Background: an optimization exercise with open tools, aiming at small area and a short achievable clock period. Do not read the settings as production practice.
At most, simulation tests tie the RTL to the original design; equivalence was not proved.
Power and IR drop assume default switching activity.

==> inputs of 12-27 <==
==> flow/design.v (excerpt) <==
module zcpf_nec (
    input  wire       clk,
    input  wire       rst,       
    input  wire       zc_in,     
    input  wire       ir_in,     
    input  wire       dt_tick,   
    input  wire       tb_tick,   
    input  wire [3:0] addr,
    input  wire [7:0] wdata,
    input  wire       rd,
    input  wire       wr,
    output reg  [7:0] rdata,
    output reg        gate_n
);
Settings: LEC_CHECK=0, CAP_MARGIN=20, CORE_MARGIN=2, CORE_UTILIZATION=40, CTS_BUF_LIST=sky130_fd_sc_hd__clkbuf_4 sky130_fd_sc_hd__clkbuf_8, PLACE_DENSITY=0.75, SETUP_SLACK_MARGIN=2.4, SLEW_MARGIN=20; clock period 4.5 ns.
standard.sh (not shown) runs the stock make flow with config.mk's settings and CLKGATE_MAP_FILE= SYNTH_SCRIPT=/design/flow/synth_recipe.tcl, a recipe that flattens the netlist after the stock synthesis.
==> flow/flow/run.sh <==
#!/bin/bash
# Own layout flow: the standard flow (standard.sh, standard synthesis
# unchanged) with extra ORFS variables from flow/extra.env, e.g. the cell
# buffer_ports puts on every port.
set -euo pipefail
set -a
source flow/extra.env
set +a
bash standard.sh > flow.log 2>&1
==> flow/flow/extra.env <==
BUFFER_PORTS_ARGS="-buffer_cell sky130_fd_sc_hd__buf_4"
CTS_ARGS="-sink_clustering_enable -repair_clock_nets -dont_use_dummy_load -sink_buffer_max_cap_derate 0.5 -buf_list {sky130_fd_sc_hd__clkbuf_4 sky130_fd_sc_hd__clkbuf_8}"
REMOVE_ABC_BUFFERS=1
==> 01-21 (differences from 12-27) <==
--- a/flow/config.mk
+++ b/flow/config.mk
@@ -10,5 +10,4 @@
 export CORE_UTILIZATION = 40
 export CTS_BUF_LIST = sky130_fd_sc_hd__clkbuf_4 sky130_fd_sc_hd__clkbuf_8
-export PLACE_DENSITY = 0.75
-export SETUP_SLACK_MARGIN = 2.4
+export SETUP_SLACK_MARGIN = 2.5
 export SLEW_MARGIN = 20
==> 12-06 (differences from 12-27) <==
==> flow/flow/extra.env (replaced) <==
BUFFER_PORTS_ARGS="-buffer_cell sky130_fd_sc_hd__buf_2"
CTS_ARGS="-sink_clustering_enable -repair_clock_nets -dont_use_dummy_load -sink_buffer_max_cap_derate 0.5 -buf_list {sky130_fd_sc_hd__clkbuf_4 sky130_fd_sc_hd__clkbuf_8}"
--- a/flow/config.mk
+++ b/flow/config.mk
@@ -10,5 +10,4 @@
 export CORE_UTILIZATION = 40
 export CTS_BUF_LIST = sky130_fd_sc_hd__clkbuf_4 sky130_fd_sc_hd__clkbuf_8
-export PLACE_DENSITY = 0.75
 export SETUP_SLACK_MARGIN = 2.4
 export SLEW_MARGIN = 20
==> reports/metrics.csv <==
metric,value,unit
CP Cell Sequence,or4_4 > o21ai_4 > nand4_4 > buf_4 > buf_4 > mux2i_1 > o22ai_1,
bufs w/o clock,41,
gr busiest metal,met2,
R2R setup slack,2.40,ns
final-layout clock-cell area share,2.59,%
CP max FO,4,
status,"complete, no violations",
-- figures above: 12-27

==> reports/metrics.csv <==
metric,value,unit
bufs w/o clock,52,
gr busiest metal,met1,
status,"complete, no violations",
final-layout clock-cell area share,2.51,%
CP Cell Sequence,buf_4 > nor3_1 > a21oi_4 > a31oi_2 > nor2_1 > mux2_2,
R2R setup slack,2.52,ns
-- figures above: 01-21

==> reports/metrics.csv <==
metric,value,unit
gr busiest metal,met2,
CP Cell Sequence,clkbuf_4 > or3b_4 > nor2_4 > nand4_4 > mux2_4 > a2111oi_2,
status,"complete, no violations",
R2R setup slack,2.51,ns
-- figures above: 12-06


* * *

==> inputs of trial 51 <==
==> flow/design.v <==
module zcpf_nec (
    input  wire       clk,
    input  wire       rst,       
    input  wire       zc_in,     
    input  wire       ir_in,     
    input  wire       dt_tick,   
    input  wire       tb_tick,   
    input  wire [3:0] addr,
    input  wire [7:0] wdata,
    input  wire       rd,
    input  wire       wr,
    output reg  [7:0] rdata,
    output reg        gate_n
);
    localparam [2:0] S_IDLE    = 3'd0;
    localparam [2:0] S_MARK    = 3'd1;
    localparam [2:0] S_SPACE   = 3'd2;
    localparam [2:0] S_HIGHBIT = 3'd3;
    localparam [2:0] S_LOWBIT  = 3'd4;
    localparam [2:0] S_REPEAT  = 3'd5;
    localparam [127:0] LUT_TT = {
        16'h003f, 16'h00c7, 16'h014b, 16'h0399,
        16'h0255, 16'h030f, 16'h0333, 16'h0155 };
    localparam [7:0] KICK_200 = 8'had, KICK_199 = 8'h5b, KICK_1 = 8'h80;
    localparam [15:0] TB_FFFF = 16'h8000;
    function [7:0] step8;
        input [7:0] q;
        begin
            step8 = {q[6:0], q[7] ^ q[5] ^ q[4] ^ q[3] ^ (q[6:0] == 7'd0)};
        end
    endfunction
    function [15:0] step16;
        input [15:0] q;
        begin
            step16 = {q[14:0], q[15] ^ q[14] ^ q[12] ^ q[3] ^ (q[14:0] == 15'd0)};
        end
    endfunction
    function [7:0] lut;
        input [3:0] idx;
        integer b;
        begin
            for (b = 0; b < 8; b = b + 1)
                lut[b] = LUT_TT[16*b + idx];
        end
    endfunction
    reg  [2:0]  ir_state;
    reg  [3:0]  phase;        
    reg  [3:0]  dly_a;        
    reg  [4:0]  dly_b;
    reg         dly_armed;
    reg         gate;
    reg         run;
    reg  [3:0]  level;
    reg         start_req;
    reg  [7:0]  kick_cnt;
    reg  [15:0] tb_cnt;
    reg  [7:0]  hc_cnt;
    reg  [7:0]  ovf_cnt;
    reg         ir_level;
    reg  [15:0] ivc;          
    reg  [31:1] acc;
    reg  [4:0]  bitcnt;
    reg  [31:0] frame;
    reg         frame_vld;    
    reg  [1:0]  ir_idle;
    reg         frame_rdy;
    reg         rpt_pend;
    reg         ovf_f;
    reg         zc_f;
    reg         pulse_on;     
    reg  [3:0]  pulse_cnt;    
    reg         zc_prev;
    reg         ir_prev;
    wire ir_now = ~ir_in;
    wire zc_ev  = zc_in & ~zc_prev;
    wire ir_ev  = ir_now ^ ir_prev;
    wire dt_ev  = dt_tick & dly_armed;
    wire wr_lvl = wr & (addr == 4'h0);
    wire wr_ctl = wr & (addr == 4'h1);
    wire wr_flg = wr & (addr == 4'h4);
    wire       wlvl_z = wdata[7] | (wdata[6:0] == 7'd0);
    wire       wlvl_9 = (wdata[6:0] > 7'd9) | (wdata[3:0] == 4'd9);
    wire [3:0] wlvl   = wdata[7] ? 4'd0 : wlvl_9 ? 4'd9 : wdata[3:0];
    wire kick_nz = (kick_cnt != 8'd0);
    wire kick_1  = (kick_cnt == KICK_1);
    wire dly_bz  = (dly_b == 5'd0);
    wire dly_z   = (dly_a == 4'd10) & dly_bz;
    wire c_zero = wr_lvl & wlvl_z;                           
    wire c_kick = wr_lvl & ~wlvl_z & ~run & start_req;       
    wire c_set  = wr_lvl & ~wlvl_z & ~start_req & ~run       
                | wr_lvl & ~wlvl_z & run & ~kick_nz;
    wire c_keep = ~(c_zero | c_kick | c_set);                
    wire       w_run   = c_zero ? 1'b0 : (c_kick | run);
    wire [3:0] w_level = wr_lvl ? wlvl : level;
    wire       w_ph9   = c_kick | (c_set & wlvl_9 & ~wdata[7]) | (c_keep & phase == 4'd9);
    wire kick_end = zc_ev & c_keep & ~c_zero & kick_1;    
    reg [3:0] w_phase;
    always @* begin
        if (c_zero)        w_phase = 4'd0;
        else if (c_kick)   w_phase = 4'd9;
        else if (c_set)    w_phase = wlvl;
        else               w_phase = phase;
    end
    reg [3:0] n_phase;
    always @* begin
        if (kick_end)      n_phase = w_level;
        else               n_phase = w_phase;
    end
    reg [7:0] n_kick;
    always @* begin
        if (c_zero)                 n_kick = 8'd0;
        else if (c_kick)            n_kick = zc_ev ? KICK_199 : KICK_200;
        else if (zc_ev & kick_nz)   n_kick = step8(kick_cnt);
        else                        n_kick = kick_cnt;
    end
    wire       dly_step = dt_ev & ~dly_z;
    wire [3:0] n_dly_a = zc_ev ? w_phase :
                         (dly_step & dly_bz) ? dly_a + 4'd1 : dly_a;
    wire [4:0] n_dly_b = zc_ev ? (dt_tick ? 5'd4 : 5'd5) :
                         dly_step ? (dly_bz ? 5'd24 : dly_b - 5'd1) : dly_b;
    wire expire  = ~zc_ev & dt_ev & dly_z;
    wire fire    = expire & w_run;
    wire n_armed = zc_ev | (dly_armed & ~expire);
    wire n_gate  = (zc_ev & w_run & w_ph9) | (gate & ~expire);
    wire n_pulse_on = fire | (pulse_on & (pulse_cnt != 4'd0));
    wire [15:0] iv = ivc;
    wire iv_ge787 = (iv >= 16'd787);
    wire iv_lt394 = (iv <  16'd394);
    wire iv_bit   = (iv >= 16'd56) && (iv <= 16'd84);
    wire iv_low   = (iv >= 16'd56) && (iv <= 16'd252);
    wire iv_one   = (iv >= 16'd168);
    wire st_idle = (ir_state == S_IDLE);
    wire st_mark = (ir_state == S_MARK);
    wire st_spc  = (ir_state == S_SPACE);
    wire st_hi   = (ir_state == S_HIGHBIT);
    wire st_lo   = (ir_state == S_LOWBIT);
    wire st_rpt  = (ir_state == S_REPEAT);
    reg [2:0] ed_state;
    always @* begin
        case (ir_state)
            S_IDLE:    ed_state = S_MARK;       
            S_MARK:    ed_state = iv_ge787 ? S_SPACE : S_IDLE;
            S_SPACE:   ed_state = iv_lt394 ? S_REPEAT : S_HIGHBIT;
            S_HIGHBIT: ed_state = iv_bit ? S_LOWBIT : S_IDLE;
            S_LOWBIT:  ed_state = (iv_low & (bitcnt != 5'd31)) ? S_HIGHBIT : S_IDLE;
            default:   ed_state = S_IDLE;
        endcase
    end
    wire go_idle_hold = st_idle & ~ir_now;                  
    wire done_pre = st_lo & iv_low & (bitcnt == 5'd31);     
    wire rpt_pre  = st_rpt & iv_bit;
    wire [4:0] ed_bitcnt = (st_lo & iv_low & (bitcnt != 5'd31)) ? bitcnt + 5'd1 :
                           (st_spc | st_hi & iv_bit) ? bitcnt : 5'd0;
    wire [15:0] sel = 16'd1 << addr;
    wire        sel_fr = frame_vld & addr[3] & ~addr[2];
    wire [7:0] rd_view =
        ({8{sel[0]}} & {4'd0, level}) |
        ({8{sel[1]}} & {7'd0, start_req}) |
        ({8{sel[2]}} & lut(phase)) |
        ({8{sel[3]}} & {3'd0, ir_level, dly_armed, gate, kick_nz, run}) |
        ({8{sel[4]}} & {4'd0, zc_f, ovf_f, rpt_pend, frame_rdy}) |
        ({8{sel[5]}} & hc_cnt) |
        ({8{sel[6]}} & ovf_cnt) |
        ({8{sel[7]}} & {ir_state, bitcnt}) |
        ({8{sel_fr & addr[1:0] == 2'd0}} & frame[7:0]) |
        ({8{sel_fr & addr[1:0] == 2'd1}} & frame[15:8]) |
        ({8{sel_fr & addr[1:0] == 2'd2}} & frame[23:16]) |
        ({8{sel_fr & addr[1:0] == 2'd3}} & frame[31:24]);
    wire tb_wrap = tb_tick & (tb_cnt == TB_FFFF);
    wire [1:0] idle_ir = ir_ev ? 2'd0 : ir_idle;
    always @(posedge clk) begin
        zc_prev <= zc_in;
        ir_prev <= ir_now;
        dly_a   <= n_dly_a;
        dly_b   <= n_dly_b;
        if (fire)
            pulse_cnt <= 4'd15;
        else
            pulse_cnt <= pulse_cnt - 4'd1;
        if (ir_ev)
            ivc <= {15'd0, tb_tick};
        else if (tb_tick)
            ivc <= ivc + 16'd1;
        if (ir_ev & st_lo)
            acc <= {iv_one, acc[31:2]};
        if (ir_ev & done_pre)
            frame <= {iv_one, acc};
    end
    always @(posedge clk) begin
        if (rst) begin
            ir_state  <= S_IDLE;
            phase     <= 4'd0;
            dly_armed <= 1'b0;
            gate      <= 1'b0;
            run       <= 1'b0;
            level     <= 4'd0;
            start_req <= 1'b0;
            kick_cnt  <= 8'd0;
            tb_cnt    <= 16'd0;
            hc_cnt    <= 8'd0;
            ovf_cnt   <= 8'd0;
            ir_level  <= 1'b0;
            bitcnt    <= 5'd0;
            frame_vld <= 1'b0;
            ir_idle   <= 2'd0;
            frame_rdy <= 1'b0;
            rpt_pend  <= 1'b0;
            ovf_f     <= 1'b0;
            zc_f      <= 1'b0;
            pulse_on  <= 1'b0;
            gate_n    <= 1'b1;
            rdata     <= 8'd0;
        end else begin
            phase     <= n_phase;
            dly_armed <= n_armed;
            gate      <= n_gate;
            run       <= w_run;
            level     <= w_level;
            kick_cnt  <= n_kick;
            pulse_on  <= n_pulse_on;
            gate_n    <= ~(n_gate | n_pulse_on);
            if (wr_lvl)
                start_req <= 1'b0;
            else if (wr_ctl)
                start_req <= wdata[0];
            if (zc_ev)
                hc_cnt <= hc_cnt + 8'd1;
            if (ir_ev) begin
                ir_level <= ir_now;
                if (!go_idle_hold) begin
                    ir_state <= ed_state;
                    bitcnt   <= ed_bitcnt;
                end
                if (done_pre)
                    frame_vld <= 1'b1;
            end
            if (tb_tick)
                tb_cnt <= step16(tb_cnt);
            if (tb_wrap) begin
                ovf_cnt <= ovf_cnt + 8'd1;
                ir_idle <= (idle_ir == 2'd2) ? 2'd2 : idle_ir + 2'd1;
            end else begin
                ir_idle <= idle_ir;
            end
            frame_rdy <= (frame_rdy & ~(wr_flg & wdata[0])) | (ir_ev & done_pre);
            rpt_pend  <= ((rpt_pend & ~(wr_flg & wdata[1])) | (ir_ev & rpt_pre))
                         & ~(tb_wrap & (idle_ir != 2'd0));
            ovf_f     <= (ovf_f & ~(wr_flg & wdata[2])) | tb_wrap;
            zc_f      <= (zc_f & ~(wr_flg & wdata[3])) | zc_ev;
            if (rd)
                rdata <= rd_view;
        end
    end
endmodule
==> flow/flow/run.sh <==
#!/bin/bash
# Own layout flow: the standard flow (standard.sh) with two changes:
# - extra ORFS variables from flow/extra.env (the cell buffer_ports puts on
#   every port);
# - if flow/abc.script exists, Yosys's ABC pass maps the logic with it
#   instead of ORFS's script. Registers are made by Yosys before ABC runs,
#   so they stay the standard synthesis's, by name, count and cell type.
set -euo pipefail
W=$(pwd)
set -a
source flow/extra.env
set +a
if [[ -f flow/abc.script ]]; then
  cp flow/abc.script "$W/my_abc.script"
  {
    head -n 1 synth_recipe.tcl
    cat <<T
proc abc {args} {
  set i [lsearch \$args -script]
  if {\$i >= 0} { lset args [expr {\$i + 1}] $W/my_abc.script }
  yosys abc {*}\$args
}
T
    tail -n +2 synth_recipe.tcl
  } > my_synth.tcl
  sed -e "s#SYNTH_SCRIPT=[^ ]*#SYNTH_SCRIPT=$W/my_synth.tcl#" standard.sh > my_standard.sh
  grep -q "my_synth.tcl" my_standard.sh
  bash my_standard.sh > flow.log 2>&1
else
  bash standard.sh > flow.log 2>&1
fi
==> flow/flow/abc.script <==
&get -n
&st
&dch
&nf
&st
&syn2
&if -g -K 6
&synch2
&nf
&st
&syn2
&if -g -K 6
&synch2
&nf
&st
&syn2
&if -g -K 6
&synch2
&nf
&st
&syn2
&if -g -K 6
&synch2
&nf
&st
&syn2
&if -g -K 6
&synch2
&nf
&put
==> flow/flow/extra.env <==
BUFFER_PORTS_ARGS="-buffer_cell sky130_fd_sc_hd__buf_4"
CTS_ARGS="-sink_clustering_enable -repair_clock_nets -dont_use_dummy_load -sink_buffer_max_cap_derate 0.5 -buf_list {sky130_fd_sc_hd__clkbuf_4 sky130_fd_sc_hd__clkbuf_8}"
REMOVE_ABC_BUFFERS=1
==> flow/standard.sh <==
#!/bin/bash
# synth_recipe.tcl (not shown) runs the flow's synth.tcl, then flattens the netlist and writes it again
# the make line also repeats each setting of config.mk as NAME=value (left out here)
make -C /OpenROAD-flow-scripts/flow DESIGN_CONFIG=/design/flow/config.mk WORK_HOME=/design/flow/orfs CLKGATE_MAP_FILE= SYNTH_SCRIPT=/design/flow/synth_recipe.tcl "${@:-finish}"
==> flow/config.mk <==
export PLATFORM = sky130hd
export DESIGN_NAME = zcpf_nec
export DESIGN_NICKNAME = zcpf_nec
export VERILOG_FILES = /design/flow/design.v
export SDC_FILE = /design/flow/constraint.sdc
export NUM_CORES = 4
export LEC_CHECK = 0
export CAP_MARGIN = 20
export CORE_MARGIN = 2
export CORE_UTILIZATION = 40
export CTS_BUF_LIST = sky130_fd_sc_hd__clkbuf_4 sky130_fd_sc_hd__clkbuf_8
export SETUP_SLACK_MARGIN = 2.4
export SLEW_MARGIN = 20
==> flow/constraint.sdc <==
create_clock -name core_clock -period 4.5 [get_ports {clk}]
set_input_delay 0.9000 -clock core_clock [delete_from_list [all_inputs] [get_ports {clk}]]
set_output_delay 0.9000 -clock core_clock [all_outputs]
set_load 0.01 [all_outputs]
==> trial 53: changes against trial 51 <==
==> flow/design.v, changed modules only <==
module zcpf_nec (
    input  wire       clk,
    input  wire       rst,       
    input  wire       zc_in,     
    input  wire       ir_in,     
    input  wire       dt_tick,   
    input  wire       tb_tick,   
    input  wire [3:0] addr,
    input  wire [7:0] wdata,
    input  wire       rd,
    input  wire       wr,
    output reg  [7:0] rdata,
    output reg        gate_n
);
    localparam [2:0] S_IDLE    = 3'd0;
    localparam [2:0] S_MARK    = 3'd1;
    localparam [2:0] S_SPACE   = 3'd2;
    localparam [2:0] S_HIGHBIT = 3'd3;
    localparam [2:0] S_LOWBIT  = 3'd4;
    localparam [2:0] S_REPEAT  = 3'd5;
    localparam [127:0] LUT_TT = {
        16'h003f, 16'h00c7, 16'h014b, 16'h0399,
        16'h0255, 16'h030f, 16'h0333, 16'h0155 };
    localparam [127:0] LUTM_TT = {
        16'h003f, 16'h00c7, 16'h014b, 16'h0319,
        16'h02d5, 16'h0387, 16'h0199, 16'h02aa };
    function [7:0] lut;
        input [3:0] idx;
        input       minus1;
        integer b;
        begin
            for (b = 0; b < 8; b = b + 1)
                lut[b] = minus1 ? LUTM_TT[16*b + idx] : LUT_TT[16*b + idx];
        end
    endfunction
    reg  [2:0]  ir_state;
    reg  [3:0]  phase;        
    reg  [7:0]  dly_cnt;
    reg         dly_armed;
    reg         gate;
    reg         run;
    reg  [3:0]  level;
    reg         start_req;
    reg  [7:0]  kick_cnt;
    reg  [15:0] tb_cnt;
    reg  [7:0]  hc_cnt;
    reg  [7:0]  ovf_cnt;
    reg         ir_level;
    reg  [15:0] ivc;          
    reg  [31:1] acc;
    reg  [4:0]  bitcnt;
    reg  [31:0] frame;
    reg         frame_vld;    
    reg  [1:0]  ir_idle;
    reg         frame_rdy;
    reg         rpt_pend;
    reg         ovf_f;
    reg         zc_f;
    reg         pulse_on;     
    reg  [3:0]  pulse_cnt;    
    reg         zc_prev;
    reg         ir_prev;
    wire ir_now = ~ir_in;
    wire zc_ev  = zc_in & ~zc_prev;
    wire ir_ev  = ir_now ^ ir_prev;
    wire dt_ev  = dt_tick & dly_armed;
    wire wr_lvl = wr & (addr == 4'h0);
    wire wr_ctl = wr & (addr == 4'h1);
    wire wr_flg = wr & (addr == 4'h4);
    wire       wlvl_z = wdata[7] | (wdata[6:0] == 7'd0);
    wire       wlvl_9 = (wdata[6:0] > 7'd9) | (wdata[3:0] == 4'd9);
    wire [3:0] wlvl   = wdata[7] ? 4'd0 : wlvl_9 ? 4'd9 : wdata[3:0];
    wire kick_nz = (kick_cnt != 8'd0);
    wire kick_1  = (kick_cnt == 8'd1);
    wire dly_z   = (dly_cnt == 8'd0);
    wire c_zero = wr_lvl & wlvl_z;                           
    wire c_kick = wr_lvl & ~wlvl_z & ~run & start_req;       
    wire c_set  = wr_lvl & ~wlvl_z & ~start_req & ~run       
                | wr_lvl & ~wlvl_z & run & ~kick_nz;
    wire c_keep = ~(c_zero | c_kick | c_set);                
    wire       w_run   = c_zero ? 1'b0 : (c_kick | run);
    wire [3:0] w_level = wr_lvl ? wlvl : level;
    wire       w_ph9   = c_kick | (c_set & wlvl_9 & ~wdata[7]) | (c_keep & phase == 4'd9);
    wire kick_end = zc_ev & c_keep & ~c_zero & kick_1;    
    reg [3:0] n_phase;
    always @* begin
        if (kick_end)      n_phase = w_level;
        else if (c_zero)   n_phase = 4'd0;
        else if (c_kick)   n_phase = 4'd9;
        else if (c_set)    n_phase = wlvl;
        else               n_phase = phase;
    end
    reg [7:0] n_kick;
    always @* begin
        if (c_zero)                 n_kick = 8'd0;
        else if (c_kick)            n_kick = zc_ev ? 8'd199 : 8'd200;
        else if (zc_ev & kick_nz)   n_kick = kick_cnt - 8'd1;
        else                        n_kick = kick_cnt;
    end
    reg [7:0] zc_dly;
    always @* begin
        if (c_zero)        zc_dly = dt_tick ? 8'd254 : 8'd255;
        else if (c_kick)   zc_dly = dt_tick ? 8'd29  : 8'd30;
        else if (c_set)    zc_dly = lut(wlvl, dt_tick);
        else               zc_dly = lut(phase, dt_tick);
    end
    wire [7:0] n_dly = zc_ev ? zc_dly : (dt_ev & ~dly_z) ? dly_cnt - 8'd1 : dly_cnt;
    wire expire  = ~zc_ev & dt_ev & dly_z;
    wire fire    = expire & w_run;
    wire n_armed = zc_ev | (dly_armed & ~expire);
    wire n_gate  = (zc_ev & w_run & w_ph9) | (gate & ~expire);
    wire n_pulse_on = fire | (pulse_on & (pulse_cnt != 4'd0));
    wire [15:0] iv = ivc;
    wire iv_ge787 = (iv >= 16'd787);
    wire iv_lt394 = (iv <  16'd394);
    wire iv_bit   = (iv >= 16'd56) && (iv <= 16'd84);
    wire iv_low   = (iv >= 16'd56) && (iv <= 16'd252);
    wire iv_one   = (iv >= 16'd168);
    wire st_idle = (ir_state == S_IDLE);
    wire st_mark = (ir_state == S_MARK);
    wire st_spc  = (ir_state == S_SPACE);
    wire st_hi   = (ir_state == S_HIGHBIT);
    wire st_lo   = (ir_state == S_LOWBIT);
    wire st_rpt  = (ir_state == S_REPEAT);
    reg [2:0] ed_state;
    always @* begin
        case (ir_state)
            S_IDLE:    ed_state = S_MARK;       
            S_MARK:    ed_state = iv_ge787 ? S_SPACE : S_IDLE;
            S_SPACE:   ed_state = iv_lt394 ? S_REPEAT : S_HIGHBIT;
            S_HIGHBIT: ed_state = iv_bit ? S_LOWBIT : S_IDLE;
            S_LOWBIT:  ed_state = (iv_low & (bitcnt != 5'd31)) ? S_HIGHBIT : S_IDLE;
            default:   ed_state = S_IDLE;
        endcase
    end
    wire go_idle_hold = st_idle & ~ir_now;                  
    wire done_pre = st_lo & iv_low & (bitcnt == 5'd31);     
    wire rpt_pre  = st_rpt & iv_bit;
    wire [4:0] ed_bitcnt = (st_lo & iv_low & (bitcnt != 5'd31)) ? bitcnt + 5'd1 :
                           (st_spc | st_hi & iv_bit) ? bitcnt : 5'd0;
    reg [7:0] rd_view;
    always @* begin
        case (addr)
            4'h0: rd_view = {4'd0, level};
            4'h1: rd_view = {7'd0, start_req};
            4'h2: rd_view = lut(phase, 1'b0);
            4'h3: rd_view = {3'd0, ir_level, dly_armed, gate, kick_nz, run};
            4'h4: rd_view = {4'd0, zc_f, ovf_f, rpt_pend, frame_rdy};
            4'h5: rd_view = hc_cnt;
            4'h6: rd_view = ovf_cnt;
            4'h7: rd_view = {ir_state, bitcnt};
            4'h8: rd_view = frame[7:0]   & {8{frame_vld}};
            4'h9: rd_view = frame[15:8]  & {8{frame_vld}};
            4'hA: rd_view = frame[23:16] & {8{frame_vld}};
            4'hB: rd_view = frame[31:24] & {8{frame_vld}};
            default: rd_view = 8'd0;
        endcase
    end
    wire tb_wrap = tb_tick & (&tb_cnt);
    wire [1:0] idle_ir = ir_ev ? 2'd0 : ir_idle;
    always @(posedge clk) begin
        zc_prev <= zc_in;
        ir_prev <= ir_now;
        dly_cnt <= n_dly;
        if (fire)
            pulse_cnt <= 4'd15;
        else
            pulse_cnt <= pulse_cnt - 4'd1;
        if (ir_ev)
            ivc <= {15'd0, tb_tick};
        else if (tb_tick)
            ivc <= ivc + 16'd1;
        if (ir_ev & st_lo)
            acc <= {iv_one, acc[31:2]};
        if (ir_ev & done_pre)
            frame <= {iv_one, acc};
    end
    always @(posedge clk) begin
        if (rst) begin
            ir_state  <= S_IDLE;
            phase     <= 4'd0;
            dly_armed <= 1'b0;
            gate      <= 1'b0;
            run       <= 1'b0;
            level     <= 4'd0;
            start_req <= 1'b0;
            kick_cnt  <= 8'd0;
            tb_cnt    <= 16'd0;
            hc_cnt    <= 8'd0;
            ovf_cnt   <= 8'd0;
            ir_level  <= 1'b0;
            bitcnt    <= 5'd0;
            frame_vld <= 1'b0;
            ir_idle   <= 2'd0;
            frame_rdy <= 1'b0;
            rpt_pend  <= 1'b0;
            ovf_f     <= 1'b0;
            zc_f      <= 1'b0;
            pulse_on  <= 1'b0;
            gate_n    <= 1'b1;
            rdata     <= 8'd0;
        end else begin
            phase     <= n_phase;
            dly_armed <= n_armed;
            gate      <= n_gate;
            run       <= w_run;
            level     <= w_level;
            kick_cnt  <= n_kick;
            pulse_on  <= n_pulse_on;
            gate_n    <= ~(n_gate | n_pulse_on);
            if (wr_lvl)
                start_req <= 1'b0;
            else if (wr_ctl)
                start_req <= wdata[0];
            if (zc_ev)
                hc_cnt <= hc_cnt + 8'd1;
            if (ir_ev) begin
                ir_level <= ir_now;
                if (!go_idle_hold) begin
                    ir_state <= ed_state;
                    bitcnt   <= ed_bitcnt;
                end
                if (done_pre)
                    frame_vld <= 1'b1;
            end
            if (tb_tick)
                tb_cnt <= tb_cnt + 16'd1;
            if (tb_wrap) begin
                ovf_cnt <= ovf_cnt + 8'd1;
                ir_idle <= (idle_ir == 2'd2) ? 2'd2 : idle_ir + 2'd1;
            end else begin
                ir_idle <= idle_ir;
            end
            frame_rdy <= (frame_rdy & ~(wr_flg & wdata[0])) | (ir_ev & done_pre);
            rpt_pend  <= ((rpt_pend & ~(wr_flg & wdata[1])) | (ir_ev & rpt_pre))
                         & ~(tb_wrap & (idle_ir != 2'd0));
            ovf_f     <= (ovf_f & ~(wr_flg & wdata[2])) | tb_wrap;
            zc_f      <= (zc_f & ~(wr_flg & wdata[3])) | zc_ev;
            if (rd)
                rdata <= rd_view;
        end
    end
endmodule
==> flow/run.sh (new file) <==
#!/bin/bash
# synth_recipe.tcl (not shown) runs the flow's synth.tcl, then flattens the netlist and writes it again
# the make line also repeats each setting of config.mk as NAME=value (left out here)
make -C /OpenROAD-flow-scripts/flow DESIGN_CONFIG=/design/flow/config.mk WORK_HOME=/design/flow/orfs CLKGATE_MAP_FILE= SYNTH_SCRIPT=/design/flow/synth_recipe.tcl finish
removed: flow/flow/run.sh
removed: flow/flow/abc.script
removed: flow/flow/extra.env
removed: flow/standard.sh
==> build 66: changes against trial 51 <==
==> flow/flow/extra.env (replaced) <==
BUFFER_PORTS_ARGS="-buffer_cell sky130_fd_sc_hd__buf_4"
==> summary of the runs <==
- Register-to-register slack, lowest first: trial 51, build 66, trial 53.
- In build 66 the non-clock buffer count is lower than in trial 51, by 7.
- Against trial 53, the maximum frequency of trial 51 is smaller by 1.9%.
- Synthesized area is the same in build 66 and trial 51.
- The highest total power belongs to trial 53, the lowest to trial 51.
- The highest utilization belongs to trial 53, the lowest to trial 51.
- The highest cell count belongs to trial 53, the lowest to trial 51.
- Worst setup slack, highest first: build 66, trial 53, trial 51.
- Via count: trial 53 > build 66 > trial 51.
- Clock power: trial 51 < build 66 < trial 53.
No functional check of the RTL was part of trial 53.

==> separate check: timing with driven ports <==
No port has a modelled driver above. Below, the same layouts with a new extraction and two added sets of constraints. Step 1 sets driving cells, clkbuf_16 on the clock port and buf_2 on the other inputs (assumed; they add their load-dependent delay and slew). Step 2 adds t to the input delays and takes it off the output delays; t is the mean of the earliest and latest rising clock arrival at the registers after step 1. Input paths then give back, and output paths get back, about the clock's delay inside the block. a / b / c = ideal / step 1 / step 2; a / b = the first two.
| run | t (ns) | setup slack, ns | worst setup path after step 2 |
|---|---|---|---|
| 12-27 | 0.631 | 2.400 / 2.400 / 1.783 | input to register |
| 01-21 | 0.617 | 2.484 / 2.485 / 1.868 | input to register |
| 12-06 | 0.629 | 2.455 / 2.447 / 1.842 | input to register |
| trial 51 | 0.637 | 2.281 / 2.281 / 1.672 | input to register |
| trial 53 | 0.502 | 2.323 / 2.330 / 1.828 | input to register |
| build 66 | 0.490 | 2.333 / 2.342 / 1.852 | input to register |
After both steps every run listed still meets setup and hold. The setup slack of 12-27, which loses most, moves by 0.000 ns with the drivers and by -0.617 ns with both steps.
